Context: an optimization exercise on an open-source flow, tuned for small area. The choices shown serve that exercise and are no tape-out recipe. Only simulation tests tie the RTL to the original design; equivalence was not proved. Power and IR drop assume default switching activity.

## design/flow/config.mk

```make
export PLATFORM = sky130hd
export DESIGN_NAME = ook_core
export DESIGN_NICKNAME = ook_core
export VERILOG_FILES = /design/flow/design.v
export SDC_FILE = /design/flow/constraint.sdc
export NUM_CORES = 4
export LEC_CHECK = 0
export CAP_MARGIN = 20
export CORE_MARGIN = 2
export CORE_UTILIZATION = 40
export PLACE_DENSITY = 0.6
export SLEW_MARGIN = 20
```

## design/flow/constraint.sdc

```tcl
create_clock -name core_clock -period 20.0 [get_ports {clk}]
set_input_delay 4.0000 -clock core_clock [delete_from_list [all_inputs] [get_ports {clk}]]
set_output_delay 4.0000 -clock core_clock [all_outputs]
set_load 0.01 [all_outputs]
```

## design/flow/design.v

```verilog
module ook_core (
    input  wire        clk,
    input  wire        rst,               
    input  wire        edge_valid,        
    input  wire        edge_carrier,      
    input  wire [31:0] edge_duration,     
    input  wire        tick,              
    input  wire        service,           
    input  wire [31:0] cfg_pulse_min,
    input  wire [31:0] cfg_pulse_max,
    input  wire [31:0] cfg_eop_min,
    input  wire [31:0] cfg_pre_min,
    input  wire [31:0] cfg_zero_min,
    input  wire [31:0] cfg_zero_max,
    input  wire [31:0] cfg_one_min,
    input  wire [31:0] cfg_one_max,
    input  wire [7:0]  cfg_confirm_threshold,
    input  wire [31:0] cfg_window_ticks,
    input  wire [31:0] cfg_idle_ticks,
    input  wire        cfg_fallback,
    input  wire [31:0] cfg_frame_timeout_ticks,
    input  wire        cfg_temp_signed,
    output reg         reading_valid,
    output reg  [31:0] reading,           
    output reg         err_valid,         
    output reg  [2:0]  err_reason,
    output reg         noconf_valid       
);
    localparam [2:0] SYM_PULSE = 3'd0, SYM_PREAMBLE = 3'd1, SYM_ZERO = 3'd2,
                     SYM_ONE   = 3'd3, SYM_EOP      = 3'd4, SYM_NOISE = 3'd5;
    localparam [2:0] ST_IDLE = 3'd0, ST_INPRE = 3'd1, ST_COLLECT = 3'd2;
    localparam [2:0] R_NOISE = 3'd1, R_PREMATURE = 3'd2, R_TIMEOUT = 3'd3,
                     R_ORDER = 3'd4;
    localparam QDEPTH = 4;
    reg [2:0]  asm_state;
    reg [35:0] frame_bits;                
    reg [5:0]  frame_count;
    reg [31:0] frame_timer;
    reg [36*QDEPTH-1:0] q_data;           
    reg [2:0]  q_len;
    reg        rec_valid;
    reg [35:0] rec_raw;
    reg [7:0]  rec_count;
    reg [31:0] win_timer;
    reg [31:0] idle_timer;
    reg [2:0] sym;
    always @* begin
        if (edge_carrier) begin
            if (cfg_pulse_min <= edge_duration && edge_duration <= cfg_pulse_max)
                sym = SYM_PULSE;
            else
                sym = SYM_NOISE;
        end else begin
            if (edge_duration > cfg_eop_min)
                sym = SYM_EOP;
            else if (edge_duration > cfg_pre_min)
                sym = SYM_PREAMBLE;
            else if (cfg_zero_min <= edge_duration && edge_duration <= cfg_zero_max)
                sym = SYM_ZERO;
            else if (cfg_one_min <= edge_duration && edge_duration <= cfg_one_max)
                sym = SYM_ONE;
            else
                sym = SYM_NOISE;
        end
    end
    function [30:0] decode;
        input [35:0] p;
        input        temp_signed;
        reg   [12:0] temp;
        reg   [6:0]  hum;
        begin
            if (temp_signed)
                temp = {p[23], p[23:12]};
            else
                temp = {1'b0, p[23:12]};
            if (p[7:0] > 8'd100)
                hum = 7'd100;
            else
                hum = p[6:0];
            decode = {p[35:28], p[27], p[25:24], temp, hum};
        end
    endfunction
    reg [2:0]  n_asm_state;
    reg [35:0] n_frame_bits;
    reg [5:0]  n_frame_count;
    reg [31:0] n_frame_timer;
    reg [36*QDEPTH-1:0] n_q;
    reg [2:0]  n_q_len;
    reg        n_rec_valid;
    reg [35:0] n_rec_raw;
    reg [7:0]  n_rec_count;
    reg [31:0] n_win_timer;
    reg [31:0] n_idle_timer;
    reg        n_reading_valid;
    reg [31:0] n_reading;
    reg        n_err_valid;
    reg [2:0]  n_err_reason;
    reg        n_noconf_valid;
    reg [35:0] payload;
    reg [35:0] head;
    reg [7:0]  thr;
    integer    i;
    always @* begin
        n_asm_state   = asm_state;
        n_frame_bits  = frame_bits;
        n_frame_count = frame_count;
        n_frame_timer = frame_timer;
        n_q           = q_data;
        n_q_len       = q_len;
        n_rec_valid   = rec_valid;
        n_rec_raw     = rec_raw;
        n_rec_count   = rec_count;
        n_win_timer   = win_timer;
        n_idle_timer  = idle_timer;
        n_reading_valid = 1'b0;
        n_reading       = 32'd0;
        n_err_valid     = 1'b0;
        n_err_reason    = 3'd0;
        n_noconf_valid  = 1'b0;
        payload = 36'd0;
        head    = 36'd0;
        thr     = (cfg_confirm_threshold == 8'd0) ? 8'd1 : cfg_confirm_threshold;
        if (edge_valid) begin
            n_frame_timer = 32'd0;
            if (sym == SYM_PREAMBLE)
                n_idle_timer = 32'd0;
            case (sym)
                SYM_PULSE: begin
                    if (asm_state == ST_INPRE)
                        n_asm_state = ST_COLLECT;
                end
                SYM_PREAMBLE: begin
                    if (asm_state == ST_COLLECT) begin
                        n_err_valid  = 1'b1;
                        n_err_reason = R_ORDER;
                    end else begin
                        n_asm_state   = ST_INPRE;
                        n_frame_bits  = 36'd0;
                        n_frame_count = 6'd0;
                    end
                end
                SYM_ZERO, SYM_ONE: begin
                    if (asm_state == ST_INPRE) begin
                        n_err_valid  = 1'b1;
                        n_err_reason = R_ORDER;
                    end else if (asm_state == ST_COLLECT) begin
                        n_frame_bits[frame_count] = (sym == SYM_ONE);
                        n_frame_count = frame_count + 6'd1;
                        if (n_frame_count == 6'd36) begin
                            for (i = 0; i < 36; i = i + 1)
                                payload[35 - i] = n_frame_bits[i];
                            if (n_q_len == QDEPTH) begin
                                n_q = {payload, n_q[36*QDEPTH-1:36]};
                            end else begin
                                n_q[36*n_q_len[1:0] +: 36] = payload;
                                n_q_len = n_q_len + 3'd1;
                            end
                            n_asm_state   = ST_IDLE;
                            n_frame_bits  = 36'd0;
                            n_frame_count = 6'd0;
                        end
                    end
                end
                SYM_EOP: begin
                    if (asm_state != ST_IDLE) begin
                        n_err_valid  = 1'b1;
                        n_err_reason = R_PREMATURE;
                    end
                end
                default: begin
                    n_err_valid  = 1'b1;
                    n_err_reason = R_NOISE;
                end
            endcase
            if (n_err_valid) begin
                n_asm_state   = ST_IDLE;
                n_frame_bits  = 36'd0;
                n_frame_count = 6'd0;
            end
        end
        if (service && n_q_len != 3'd0) begin
            head = n_q[35:0];
            n_q  = {36'd0, n_q[36*QDEPTH-1:36]};
            n_q_len = n_q_len - 3'd1;
            if (n_rec_valid && n_rec_raw == head) begin
                n_rec_count = n_rec_count + 8'd1;
            end else begin
                if (!n_rec_valid) begin
                    n_win_timer  = 32'd0;
                    n_idle_timer = 32'd0;
                end
                n_rec_raw   = head;
                n_rec_valid = 1'b1;
                n_rec_count = 8'd1;
            end
            if (n_rec_count >= thr) begin
                n_reading_valid = 1'b1;
                n_reading       = {1'b0, decode(n_rec_raw, cfg_temp_signed)};
                n_rec_valid  = 1'b0;
                n_rec_raw    = 36'd0;
                n_rec_count  = 8'd0;
                n_win_timer  = 32'd0;
                n_idle_timer = 32'd0;
            end
        end
        if (tick) begin
            if (n_asm_state != ST_IDLE && cfg_frame_timeout_ticks != 32'd0) begin
                n_frame_timer = n_frame_timer + 32'd1;
                if (n_frame_timer >= cfg_frame_timeout_ticks) begin
                    n_err_valid   = 1'b1;
                    n_err_reason  = R_TIMEOUT;
                    n_asm_state   = ST_IDLE;
                    n_frame_bits  = 36'd0;
                    n_frame_count = 6'd0;
                    n_frame_timer = 32'd0;
                end
            end
            if (n_rec_valid) begin
                if (cfg_window_ticks != 32'd0)
                    n_win_timer = n_win_timer + 32'd1;
                if (cfg_idle_ticks != 32'd0)
                    n_idle_timer = n_idle_timer + 32'd1;
                if ((cfg_window_ticks != 32'd0 && n_win_timer >= cfg_window_ticks) ||
                    (cfg_idle_ticks   != 32'd0 && n_idle_timer >= cfg_idle_ticks)) begin
                    if (cfg_fallback) begin
                        n_reading_valid = 1'b1;
                        n_reading       = {1'b1, decode(n_rec_raw, cfg_temp_signed)};
                    end else begin
                        n_noconf_valid  = 1'b1;
                    end
                    n_rec_valid  = 1'b0;
                    n_rec_raw    = 36'd0;
                    n_rec_count  = 8'd0;
                    n_win_timer  = 32'd0;
                    n_idle_timer = 32'd0;
                end
            end
        end
        if (n_asm_state == ST_IDLE)
            n_frame_timer = 32'd0;
    end
    always @(posedge clk) begin
        if (rst) begin
            asm_state     <= ST_IDLE;
            frame_bits    <= 36'd0;
            frame_count   <= 6'd0;
            frame_timer   <= 32'd0;
            q_data        <= {36*QDEPTH{1'b0}};
            q_len         <= 3'd0;
            rec_valid     <= 1'b0;
            rec_raw       <= 36'd0;
            rec_count     <= 8'd0;
            win_timer     <= 32'd0;
            idle_timer    <= 32'd0;
            reading_valid <= 1'b0;
            reading       <= 32'd0;
            err_valid     <= 1'b0;
            err_reason    <= 3'd0;
            noconf_valid  <= 1'b0;
        end else begin
            asm_state     <= n_asm_state;
            frame_bits    <= n_frame_bits;
            frame_count   <= n_frame_count;
            frame_timer   <= n_frame_timer;
            q_data        <= n_q;
            q_len         <= n_q_len;
            rec_valid     <= n_rec_valid;
            rec_raw       <= n_rec_raw;
            rec_count     <= n_rec_count;
            win_timer     <= n_win_timer;
            idle_timer    <= n_idle_timer;
            reading_valid <= n_reading_valid;
            reading       <= n_reading;
            err_valid     <= n_err_valid;
            err_reason    <= n_err_reason;
            noconf_valid  <= n_noconf_valid;
        end
    end
endmodule
```

## design/flow/run.sh

```bash
#!/bin/bash
# synth_recipe.tcl (not shown) runs the flow's synth.tcl, then flattens the netlist and writes it again
# the make line also repeats each setting of config.mk as NAME=value (left out here)
make -C /OpenROAD-flow-scripts/flow DESIGN_CONFIG=/design/flow/config.mk WORK_HOME=/design/flow/orfs CLKGATE_MAP_FILE= SYNTH_SCRIPT=/design/flow/synth_recipe.tcl finish
```

==> flow_metrics.tcl <==
set metrics [dict create \
    core_um2 80500 \
    fmax_mhz 56.3 \
    drt-total-wl_um 158000 \
    finalCritPeriodShare_pct 88.8 \
    mostFrequentLayoutCell "nor2_1" \
    p_per_area_nw_per_um2 90.5 \
    globalRouteTotalUtil_pct 36.2 \
    layout-drive-gt1-share_pct 5.27 \
    io-pin-count 438 \
    final_cell_mix "631 x nor2_1, 435 x clkdlybuf4s50_1, 424 x a21oi_1, 389 x nand2_1, 376 x ha_1" \
    ir_worst_vdd_uv 86.9 \
    fin_skew_ns 0.0369 \
    start_util_pct 40.4 \
    cts_tree "done" \
    yosysTopAreaCell "dfxtp_1" \
    synth.ff_latch_count 371 \
    drt-initial-drc-count 3953 \
    min_path_type "register to register" \
    cts.reportedPaths.clkPinSlew_ns 0.06 \
    ant_nets 0 \
    maxCapViolCount 0 \
    fin_crit_ns 17.76 \
    core.rowCount 104 \
    hold_viol_final 0 \
    yosysSeqAreaShare_pct 22.8 \
    worst-slew-pin-transition_ns 1.18 \
    arrival_ns 18.29 \
    numCtsBuffers 46 \
    die_area_um2 83600 \
    cts-root-buf "clkbuf_16" \
    slowest_delay_ns 0.86 \
    maxSlewHeadroom_pct 20.5 \
    drc 0 \
    synth.avg_cell_area_um2 7.16 \
    final_max_slew_viol_count 0 \
    port-buffer-count 437 \
    antenna_found_initial 23 \
    cp_max_fo 25 \
    clockBufferDepth 3 \
    grt_overflow 0 \
    first_global_vias 34300 \
    cts.sinks 371 \
    synth.area.top_cells "dfxtp_1 23%, ha_1 14%, nor2_1 7.4%, a21oi_1 6.5%, nand2_1 4.5%" \
    path_buf_inv 6 \
    dp_cells 5895 \
    async_reset_ff_share_pct 0 \
    outcome "finished clean" \
    synth_fp_nets 5322 \
    post_drt_wl_per_cell_um 26.3 \
    grt_pass1_wl_um 228000 \
    synth_cell_type_count 94 \
    cts_setup_buffers 0 \
    dr.pass1.iters 8 \
    setup-violations-final 0 \
    gp_congestion 1.07 \
    critical_path_class "input pin to register" \
    num_vias 36800 \
    clk_latency_ns 0.61 \
    grt_start_max_net_pins 78 \
    critical-path-top-delay-family "simple AND/OR/NAND/NOR gates" \
    cp-end-kind "register" \
    cp-start-kind "input pin" \
    synth_cells 4545 \
    crit_path_frequent_cell "a21o_1" \
    die_w_um 289 \
    synth_flop_cell "dfxtp_1" \
    area_delta_synth_final_pct 22.1 \
    r2r_setup_slack_ns 6.40 \
    yosysWarnings 1 \
    dp_hpwl_um 123000 \
    layout.nets 5661 \
    cts_max_level 2 \
    leakage_uw 0.0161 \
    synth_edf_count 0 \
    finalNonFillerCells 5996 \
    via_per_inst 6.13 \
    design_power_total_uw 3600 \
    rsz0062_at_grt "false" \
    cts_hold_buf 0 \
    die_h_um 289 \
    slowest_stage "nor4_1" \
    synth_top_area_share_pct 22.8 \
    setup_tns_ns 0 \
    required_ns 20.53 \
    ctsResizeCount 0 \
    synth.cell_area_um2 32500 \
]
==> cells by family after synthesis <==
group	Yosys count	synth area share, %
flops	371	22.8
fa+ha+maj	377	14.5
mux	26	0.835
buf+inv	591	6.89
xor+xnor	115	3.10
simple gates	1686	24.0
compound gates	1379	27.8
==> state kept, by name, summed over array words and instances (netlist names) <==
name           count
asm_state          3
err_reason         3
err_valid          1
frame_bits        36
frame_count        6
frame_timer       32
idle_timer        32
noconf_valid       1
q_data           144
q_len              3
reading           32
reading_valid      1
rec_count          8
rec_raw           36
rec_valid          1
win_timer         32
==> per-layer routing <==
layer	share of wire, %	vias up	global-route usage (%)	wire [um]
met5	0.047	-	0	74
met2	42	1835	54.8	66700
li1	-	17200	-	-
met1	42	17300	48.0	66800
met4	5.9	14	19.4	9270
met3	9.4	427	7.66	14800
==> worst register-to-register path: cells and delay by family, from the launching register on <==
family | cells | cell delay [ns]
adder cells (fa/ha/maj) | 4 | 0.93
AND/OR/NAND/NOR | 19 | 4.90
XOR/XNOR | 1 | 0.16
AO/OA/AOI/OAI | 20 | 4.51
flip-flops | 1 | 0.31
buffers and inverters | 9 | 2.75
==> power breakdown <==
group          switching (uW)  internal, uW
clock network             360           493
logic                    1240           535
registers                 119           845
total                    1720          1870
==> Yosys cell counts (23+ instances only) <==
master    count
a21o_1      103
nand2b_1     32
a21boi_0     24
a21oi_1     424
and3_1       35
nor2b_1      48
nor4_1       56
buf_1        38
a31oi_1      41
o211ai_1     27
nor3_1      108
or2_2        23
or3_1        42
ha_1        377
a22oi_1     150
and2_1       37
dfxtp_1     371
xor2_1       62
xnor2_1      53
a221oi_1     33
nand4_1     115
a211oi_1    116
nor2_1      638
inv_1       343
clkbuf_1    199
nand2_1     391
o21ai_0     212
nand3_1     104
o31ai_1      24
==> metrics by stage <==
step                      setup slack [ns]  area (um2)  utilization [%]  hold WS, ns
final                                 2.24       39700             49.3        0.472
after global routing                  1.20       39700             49.3        0.501
after CTS                             2.22       39700             49.2        0.473
after detailed placement              1.68       38200             47.4        0.464
after global placement                2.07       38200             47.4        0.456
after floorplan                       4.48       32500                -        0.445
==> area by class of cell <==
class,count,area [um2]
fill,8194,40800
multi-input combinational,3583,23000
sequential,371,7430
timing repair buffer,537,5120
tap,1060,1330
clock buffer,63,1290
inverter,345,1290
clock inverter,20,214
antenna,17,42.5
==> path summary, 6_finish.rpt <==
path / start / endpoint / cells past startpoint
setup / recovery: edge_duration[30] / idle_timer[22] / 55
hold / removal: frame_bits[19] / frame_bits[19] / 2
setup reg to reg: q_len[0] / idle_timer[22] / 53
hold reg to reg: frame_bits[19] / frame_bits[19] / 2

[static timing again, ports no longer ideal]
The results above use ideal ports. As a check the final layout listed here was re-extracted and re-timed, cells and wires unchanged. Step 1 sets driving cells, clkbuf_16 on the clock port and buf_2 on the other inputs (assumed; they add their load-dependent delay and slew). Step 2 moves the port delays by t, midway between the first and last clock arrival at a register: inputs arrive t later, outputs are due t later. That takes back most of the time a late clock gives input paths. Slacks: ideal ports / drivers / drivers and shift; pairs: ideal ports / drivers.
t (ns): 0.667
slack for setup (ns): 2.241 / 2.287 / 1.621
worst hold slack (ns): 0.472 / 0.472 / 0.472
worst setup path after step 2: input to register
clock arrival spread, ns: 0.037 / 0.037
After both steps setup and hold are still met in this run. For this run, drivers alone change the setup slack by +0.046 ns; drivers and shift together by -0.620 ns.
